What follows belongs to an exercise in optimizing a design on an open flow for small area; a production flow would make more cautious choices.
Function not checked in this run: the RTL went through the layout flow alone.
No activity file was given, so power comes from the tool's default toggle rates.

--- flow/config.mk ---
export PLATFORM = sky130hd
export DESIGN_NAME = cm0_dbgctl
export DESIGN_NICKNAME = cm0_dbgctl
export VERILOG_FILES = /design/flow/design.v
export SDC_FILE = /design/flow/constraint.sdc
export NUM_CORES = 4
export LEC_CHECK = 0
export CAP_MARGIN = 20
export CORE_MARGIN = 2
export CORE_UTILIZATION = 40
export SLEW_MARGIN = 20
--- flow/constraint.sdc ---
create_clock -name core_clock -period 6.0 [get_ports {clk}]
set_input_delay 1.2000 -clock core_clock [delete_from_list [all_inputs] [get_ports {clk}]]
set_output_delay 1.2000 -clock core_clock [all_outputs]
set_load 0.01 [all_outputs]
--- flow/design.v ---
module cm0_dbgctl #(
    parameter integer P_POLL_LIMIT = 100
) (
    input  wire        clk,
    input  wire        rst,            
    input  wire        cmd_valid,
    output wire        cmd_ready,
    input  wire [31:0] cmd_word,
    input  wire [31:0] cmd_arg,
    output reg         resp_valid,
    output reg  [2:0]  resp_status,
    output reg  [31:0] resp_data,
    output reg  [7:0]  resp_err,
    output wire        bus_req,
    output wire        bus_we,
    output wire [31:0] bus_addr,
    output wire [31:0] bus_wdata,
    input  wire        bus_ack,
    input  wire [31:0] bus_rdata,
    input  wire        bus_err,
    input  wire [7:0]  bus_err_code
);
    localparam [31:0] A_DHCSR   = 32'hE000_EDF0;
    localparam [31:0] A_DCRSR   = 32'hE000_EDF4;
    localparam [31:0] A_DCRDR   = 32'hE000_EDF8;
    localparam [31:0] A_BPCTRL  = 32'hE000_2000;
    localparam [31:0] A_BPCOMP  = 32'hE000_2008;
    localparam [31:0] DHCSR_HALT = 32'hA05F_0003;
    localparam [31:0] DHCSR_RUN  = 32'hA05F_0000;
    localparam [31:0] DHCSR_STEP = 32'hA05F_000D;
    localparam [2:0] ST_OK          = 3'd0;
    localparam [2:0] ST_TIMEOUT     = 3'd1;
    localparam [2:0] ST_TRANSPORT   = 3'd2;
    localparam [2:0] ST_UNSUPPORTED = 3'd3;
    localparam [2:0] ST_ILLEGAL     = 3'd4;
    localparam [3:0] OP_RDREG    = 4'h1;
    localparam [3:0] OP_WRREG    = 4'h2;
    localparam [3:0] OP_HALT     = 4'h3;
    localparam [3:0] OP_RUN      = 4'h4;
    localparam [3:0] OP_STEP     = 4'h5;
    localparam [3:0] OP_WAITH    = 4'h6;
    localparam [3:0] OP_BPUNITS  = 4'h7;
    localparam [3:0] OP_BPEN     = 4'h8;
    localparam [3:0] OP_SETBP    = 4'h9;
    localparam [3:0] OP_ENBP     = 4'hA;
    localparam [3:0] OP_DISBP    = 4'hB;
    localparam [3:0] OP_BASICREG = 4'hC;
    localparam [2:0] K_END    = 3'd0;    
    localparam [2:0] K_WRITE  = 3'd1;    
    localparam [2:0] K_READ   = 3'd2;    
    localparam [2:0] K_POLL   = 3'd3;    
    localparam [2:0] K_FAIL   = 3'd4;    
    reg        busy;           
    reg [31:0] cmd;            
    reg [31:0] arg;            
    reg [2:0]  mu;             
    reg [6:0]  poll_count;     
    reg [31:0] latch;          
    wire [3:0] op  = cmd[3:0];
    wire [4:0] reg_idx = cmd[8:4];
    wire       en  = cmd[12];
    wire [2:0] sel = cmd[18:16];
    reg legal;
    always @(*) begin
        case (op)
            OP_RDREG, OP_WRREG:          legal = (cmd[31:9] == 23'd0);
            OP_BPEN:                     legal = (cmd[31:13] == 19'd0) && (cmd[11:4] == 8'd0);
            OP_BASICREG:                 legal = (cmd[31:19] == 13'd0) && (cmd[15:4] == 12'd0);
            OP_HALT, OP_RUN, OP_STEP, OP_WAITH, OP_BPUNITS,
            OP_SETBP, OP_ENBP, OP_DISBP: legal = (cmd[31:4] == 28'd0);
            default:                     legal = 1'b0;
        endcase
    end
    reg [2:0]  step_kind;
    reg [31:0] step_addr;
    reg [31:0] step_wdata;
    reg        step_bit;       
    reg [2:0]  fail_status;
    always @(*) begin
        step_kind   = K_END;
        step_addr   = A_DHCSR;
        step_wdata  = 32'd0;
        step_bit    = 1'b0;
        fail_status = ST_ILLEGAL;
        if (!legal) begin
            step_kind   = K_FAIL;
            fail_status = ST_ILLEGAL;
        end else begin
            case (op)
                OP_RDREG: case (mu)
                    3'd0: begin step_kind = K_WRITE; step_addr = A_DCRSR; step_wdata = {27'd0, reg_idx}; end
                    3'd1: begin step_kind = K_POLL;  step_bit = 1'b0; end
                    3'd2: begin step_kind = K_READ;  step_addr = A_DCRDR; end
                    default: step_kind = K_END;
                endcase
                OP_WRREG: case (mu)
                    3'd0: begin step_kind = K_WRITE; step_addr = A_DCRSR; step_wdata = {15'd0, 1'b1, 11'd0, reg_idx}; end
                    3'd1: begin step_kind = K_POLL;  step_bit = 1'b0; end
                    3'd2: begin step_kind = K_WRITE; step_addr = A_DCRDR; step_wdata = arg; end
                    3'd3: begin step_kind = K_POLL;  step_bit = 1'b0; end
                    default: step_kind = K_END;
                endcase
                OP_HALT: case (mu)
                    3'd0: begin step_kind = K_WRITE; step_addr = A_DHCSR; step_wdata = DHCSR_HALT; end
                    3'd1: begin step_kind = K_WRITE; step_addr = A_DCRSR; step_wdata = 32'h0000_000F; end
                    3'd2: begin step_kind = K_POLL;  step_bit = 1'b0; end
                    3'd3: begin step_kind = K_READ;  step_addr = A_DCRDR; end
                    default: step_kind = K_END;
                endcase
                OP_RUN: case (mu)
                    3'd0: begin step_kind = K_WRITE; step_addr = A_DHCSR; step_wdata = DHCSR_RUN; end
                    default: step_kind = K_END;
                endcase
                OP_STEP: case (mu)
                    3'd0: begin step_kind = K_WRITE; step_addr = A_DHCSR; step_wdata = DHCSR_STEP; end
                    3'd1: begin step_kind = K_POLL;  step_bit = 1'b1; end
                    3'd2: begin step_kind = K_WRITE; step_addr = A_DCRSR; step_wdata = 32'h0000_000F; end
                    3'd3: begin step_kind = K_POLL;  step_bit = 1'b0; end
                    3'd4: begin step_kind = K_READ;  step_addr = A_DCRDR; end
                    default: step_kind = K_END;
                endcase
                OP_WAITH: case (mu)
                    3'd0: begin step_kind = K_POLL;  step_bit = 1'b1; end
                    default: step_kind = K_END;
                endcase
                OP_BPUNITS: case (mu)
                    3'd0: begin step_kind = K_READ;  step_addr = A_BPCTRL; end
                    3'd1: begin step_kind = K_POLL;  step_bit = 1'b0; end
                    default: step_kind = K_END;
                endcase
                OP_BPEN: case (mu)
                    3'd0: begin step_kind = K_WRITE; step_addr = A_BPCTRL; step_wdata = {30'd0, 1'b1, en}; end
                    3'd1: begin step_kind = K_POLL;  step_bit = 1'b1; end
                    default: step_kind = K_END;
                endcase
                OP_SETBP: case (mu)
                    3'd0: begin step_kind = K_WRITE; step_addr = A_BPCOMP;
                                step_wdata = 32'hC000_0001 | (arg & 32'h1FFF_FFFC); end
                    3'd1: begin step_kind = K_POLL;  step_bit = 1'b1; end
                    default: step_kind = K_END;
                endcase
                OP_ENBP, OP_DISBP: begin
                    step_kind   = K_FAIL;
                    fail_status = ST_UNSUPPORTED;
                end
                default: step_kind = K_END;    
            endcase
        end
    end
    reg [31:0] ok_data;
    always @(*) begin
        case (op)
            OP_RDREG, OP_HALT, OP_STEP: ok_data = latch;
            OP_BPUNITS:                 ok_data = {28'd0, latch[7:4]};
            OP_BASICREG: case (sel)
                3'd0: ok_data = 32'd0;
                3'd1: ok_data = 32'd1;
                3'd2: ok_data = 32'd2;
                3'd3: ok_data = 32'd3;
                3'd4: ok_data = 32'd9;
                3'd5: ok_data = 32'd15;
                3'd6: ok_data = 32'd14;
                default: ok_data = 32'd13;
            endcase
            default:                    ok_data = 32'd0;
        endcase
    end
    wire step_is_bus = (step_kind == K_WRITE) || (step_kind == K_READ) || (step_kind == K_POLL);
    assign cmd_ready = !busy;
    assign bus_req   = busy && step_is_bus;
    assign bus_we    = (step_kind == K_WRITE);
    assign bus_addr  = step_addr;
    assign bus_wdata = step_wdata;
    wire polled_bit = step_bit ? bus_rdata[17] : bus_rdata[16];
    always @(posedge clk) begin
        if (rst) begin
            busy        <= 1'b0;
            cmd         <= 32'd0;
            arg         <= 32'd0;
            mu          <= 3'd0;
            poll_count  <= 7'd0;
            latch       <= 32'd0;
            resp_valid  <= 1'b0;
            resp_status <= ST_OK;
            resp_data   <= 32'd0;
            resp_err    <= 8'd0;
        end else if (!busy) begin
            if (cmd_valid) begin
                busy       <= 1'b1;
                cmd        <= cmd_word;
                arg        <= cmd_arg;
                mu         <= 3'd0;
                poll_count <= 7'd0;
                latch      <= 32'd0;
                resp_valid <= 1'b0;
            end
        end else begin
            case (step_kind)
                K_END: begin
                    busy        <= 1'b0;
                    resp_valid  <= 1'b1;
                    resp_status <= ST_OK;
                    resp_data   <= ok_data;
                    resp_err    <= 8'd0;
                end
                K_FAIL: begin
                    busy        <= 1'b0;
                    resp_valid  <= 1'b1;
                    resp_status <= fail_status;
                    resp_data   <= 32'd0;
                    resp_err    <= 8'd0;
                end
                default: begin
                    if (bus_ack) begin
                        if (bus_err) begin
                            busy        <= 1'b0;
                            resp_valid  <= 1'b1;
                            resp_status <= ST_TRANSPORT;
                            resp_data   <= 32'd0;
                            resp_err    <= bus_err_code;
                        end else if (step_kind == K_POLL) begin
                            if (polled_bit) begin
                                mu         <= mu + 3'd1;
                                poll_count <= 7'd0;
                            end else if (poll_count + 7'd1 >= P_POLL_LIMIT) begin
                                busy        <= 1'b0;
                                resp_valid  <= 1'b1;
                                resp_status <= ST_TIMEOUT;
                                resp_data   <= 32'd0;
                                resp_err    <= 8'd0;
                            end else begin
                                poll_count <= poll_count + 7'd1;
                            end
                        end else begin
                            if (step_kind == K_READ)
                                latch <= bus_rdata;
                            mu <= mu + 3'd1;
                        end
                    end
                end
            endcase
        end
    end
endmodule
--- flow/run.sh ---
#!/bin/bash
# synth_recipe.tcl (not shown) runs the flow's synth.tcl, then flattens the netlist and writes it again
# the make line also repeats each setting of config.mk as NAME=value (left out here)
make -C /OpenROAD-flow-scripts/flow DESIGN_CONFIG=/design/flow/config.mk WORK_HOME=/design/flow/orfs CLKGATE_MAP_FILE= SYNTH_SCRIPT=/design/flow/synth_recipe.tcl finish
==> results.sh <==
export IMPL_timing_rr_start="cmd[2]"
export IMPL_finalSetupViolCount=0
export IMPL_wire_per_inst_um=16.6
export IMPL_final_cell_mix="nand2_1 (217), clkdlybuf4s50_1 (197), dfxtp_1 (150)"
export IMPL_cp_end_kind="primary output"
export IMPL_core_um2=18100
export IMPL_drc_errors=0
export IMPL_antenna_found_initial=1
export IMPL_cts_resized=0
export IMPL_synthFlopType="dfxtp_1"
export IMPL_gr_total_overflow=0
export IMPL_die_area_um2=19800
export IMPL_syn_inst=958
export IMPL_rows=49
export IMPL_final_util=0.548
export IMPL_ys_seq_elements=151
export IMPL_io_buffers=198
export IMPL_ys_async_sr_fraction=0
export IMPL_cts_sinks=151
export IMPL_ant_nets=0
export IMPL_slew_headroom=0.322
export IMPL_max_freq_mhz=196
export IMPL_fillCellCount=1773
export IMPL_tns_ps=0
export IMPL_clk_pin_slew_ps=60
export IMPL_maxCapViolations=0
export IMPL_fin_crit_ps=5100
export IMPL_vias=7076
export IMPL_cts_tree="yes"
export IMPL_ctsHoldBuffers=0
export IMPL_avgSynthCellArea_um2=7.80
export IMPL_yosys_warnings=1
export IMPL_final_setup_skew_ps=9.12
export IMPL_power_density_nw_per_um2=250
export IMPL_hp_class="reg2reg"
export IMPL_ir_drop_v=0.000215
export IMPL_grt_max_degree=72
export IMPL_ios=220
export IMPL_slew_violations=0
export IMPL_rsz0062_at_grt="false"
export IMPL_grt_pass1_wl_mm=34.6
export IMPL_numCtsBuffers=17
export IMPL_grt_usage=0.218
export IMPL_worstSetupEndpoint="bus_wdata[15]"
export IMPL_clk_path_buf_depth=2
export IMPL_period_share=0.850
export IMPL_rrSetupSlack_ps=1780
export IMPL_tightest_slew_ps=1010
export IMPL_area_growth_pct=33.2
export IMPL_rr_worst_depth=10
export IMPL_power_leakage_nw=3.51
export IMPL_drive_above_1_share=0.111
export IMPL_clkLatencyLatePin_ps=420
export IMPL_htree_num_levels=4
export IMPL_die_w_um=141
export IMPL_seq_area_frac_synth=0.405
export IMPL_postCtsSetupRepairBufs=0
export IMPL_drt_iter0_drc=364
export IMPL_r2r_end="resp_data[25]"
export IMPL_netlist_area_um2=7470
export IMPL_place_gp_congestion=0.887
export IMPL_drt_wl_total_mm=22.2
export IMPL_fin_nets=1215
export IMPL_critPathKind="reg2out"
export IMPL_final_common_cell="nand2_1"
export IMPL_cts_root_buf="clkbuf_16"
export IMPL_startpoint="cmd[0]"
export IMPL_die_y_um=141
export IMPL_required_ps=4800
export IMPL_startpoint_type="register"
export IMPL_ys_types=69
export IMPL_synth_edf_count=0
export IMPL_cp_max_fo=21
export IMPL_dpl_hpwl_mm=14.8
export IMPL_crit_arrival_ps=3900
export IMPL_start_util=0.412
export IMPL_final_hold_viol_count=0
export IMPL_viasPerCell=5.27
export IMPL_outcome="timing/DRC/antenna clean"
export IMPL_grt_pass1_vias=6554
export IMPL_drtPass1Iterations=4
==> critical path, stage by stage (launching register included) <==
cell and delay (ps):
dfxtp_1 740, nand2b_1 330, o31a_2 380, a211oi_4 260
o21a_2 260, o21ai_1 370, nor2b_1 210, buf_4 220
and2_1 160, clkdlybuf4s50_1 530
==> synth_stat cells, types with 9 or more instances <==
| cell type | number | share of area |
|---|---|---|
| inv_1 | 12 | 0.0060 |
| dfxtp_1 | 151 | 0.40 |
| nor2_1 | 20 | 0.010 |
| o21ai_2 | 38 | 0.045 |
| clkbuf_1 | 50 | 0.025 |
| nand3_1 | 45 | 0.030 |
| a21oi_1 | 127 | 0.085 |
| nor3_1 | 9 | 0.0060 |
| buf_4 | 29 | 0.029 |
| nand4_1 | 48 | 0.040 |
| nand2_2 | 20 | 0.017 |
| and2_1 | 24 | 0.020 |
| buf_2 | 9 | 0.0060 |
| nand2_1 | 218 | 0.11 |
| buf_1 | 9 | 0.0045 |
==> registers in the layout, indices dropped and copies added (netlist names) <==
signal       count
poll_count       7
latch           32
resp_status      3
busy             1
resp_err         8
arg             32
mu               3
resp_valid       1
resp_data       32
cmd             32
==> worst min-delay path by stage <==
stage               startpoint            end  slack (ps)  cells after the start
floorplan            latch[25]  resp_data[25]         430                      2
global placement     latch[12]  resp_data[12]         440                      2
detailed placement   latch[25]  resp_data[25]         440                      2
CTS                  latch[17]  resp_data[17]         450                      2
global route         latch[10]  resp_data[10]         460                      2
finish               latch[22]  resp_data[22]         450                      2
==> layer usage <==
layer  part of all wire  track usage
met1               0.45        0.287
met2               0.46        0.347
met3              0.080       0.0673
met4             0.0087       0.0589
met5                  0            0
==> where the power goes <==
group | internal (mW) | total (mW) | switching [mW]
Clock | 0.688 | 1.12 | 0.429
Sequential | 1.04 | 1.07 | 0.0353
Combinational | 0.126 | 0.296 | 0.170
==> stage by stage <==
step	worst slack [ps]	cell area, um^2	hold slack [ps]	instances	power, mW
global route	645	9950	464	1341	2.58
CTS	896	9950	452	1341	2.51
floorplan	2400	7540	429	977	1.27
finish	902	9950	448	1342	2.49
detailed placement	1380	9330	442	1309	1.39
global placement	1440	9330	439	1309	1.39
==> cell families after synthesis <==
group,Yosys count,share of synthesized area
flops,151,0.405
fa+ha+maj,7,0.0117
mux,5,0.00670
other cells,2,0.00101
xor+xnor,2,0.00235
simple gates,439,0.288
compound gates,234,0.202
buf+inv,118,0.0834
==> final cells by class <==
type / instances / area, um^2 / share of cell area
Antenna cell: 1 / 2.50 / 0.000251
Clock buffer: 21 / 470 / 0.0473
Clock inverter: 11 / 145 / 0.0146
Inverter: 13 / 48.8 / 0.00490
Multi-Input combinational cell: 708 / 3920 / 0.394
Sequential cell: 151 / 3020 / 0.304
Tap cell: 229 / 287 / 0.0288
Timing Repair Buffer: 208 / 2050 / 0.206

-- re-timing with driven ports --
The results above use ideal ports. As a check the final layout listed here was re-extracted and re-timed, cells and wires unchanged.
Step 1 (the two cells are an assumption about what drives the block):
set clk [get_ports {clk}]
set_driving_cell -lib_cell sky130_fd_sc_hd__clkbuf_16 $clk
set_driving_cell -lib_cell sky130_fd_sc_hd__buf_2 [delete_from_list [all_inputs] $clk]
Step 2 times the ports against the registers' clock, not the clock port: input delays grow and output delays shrink by t, the midpoint of the rising clock arrivals with the driver on.
Three values: no drivers, after step 1, after step 2; two values: the first two.
t, ns: 0.463
setup slack, ns: 0.902 / 0.857 / 1.319
worst setup path at the end: register to output
latest minus earliest clock arrival (ns): 0.009 / 0.009
worst register clock-pin slew, ns: 0.07 / 0.07
After both steps setup and hold are still met in this run. For this run, drivers alone change the setup slack by -0.045 ns; drivers and shift together by +0.417 ns.
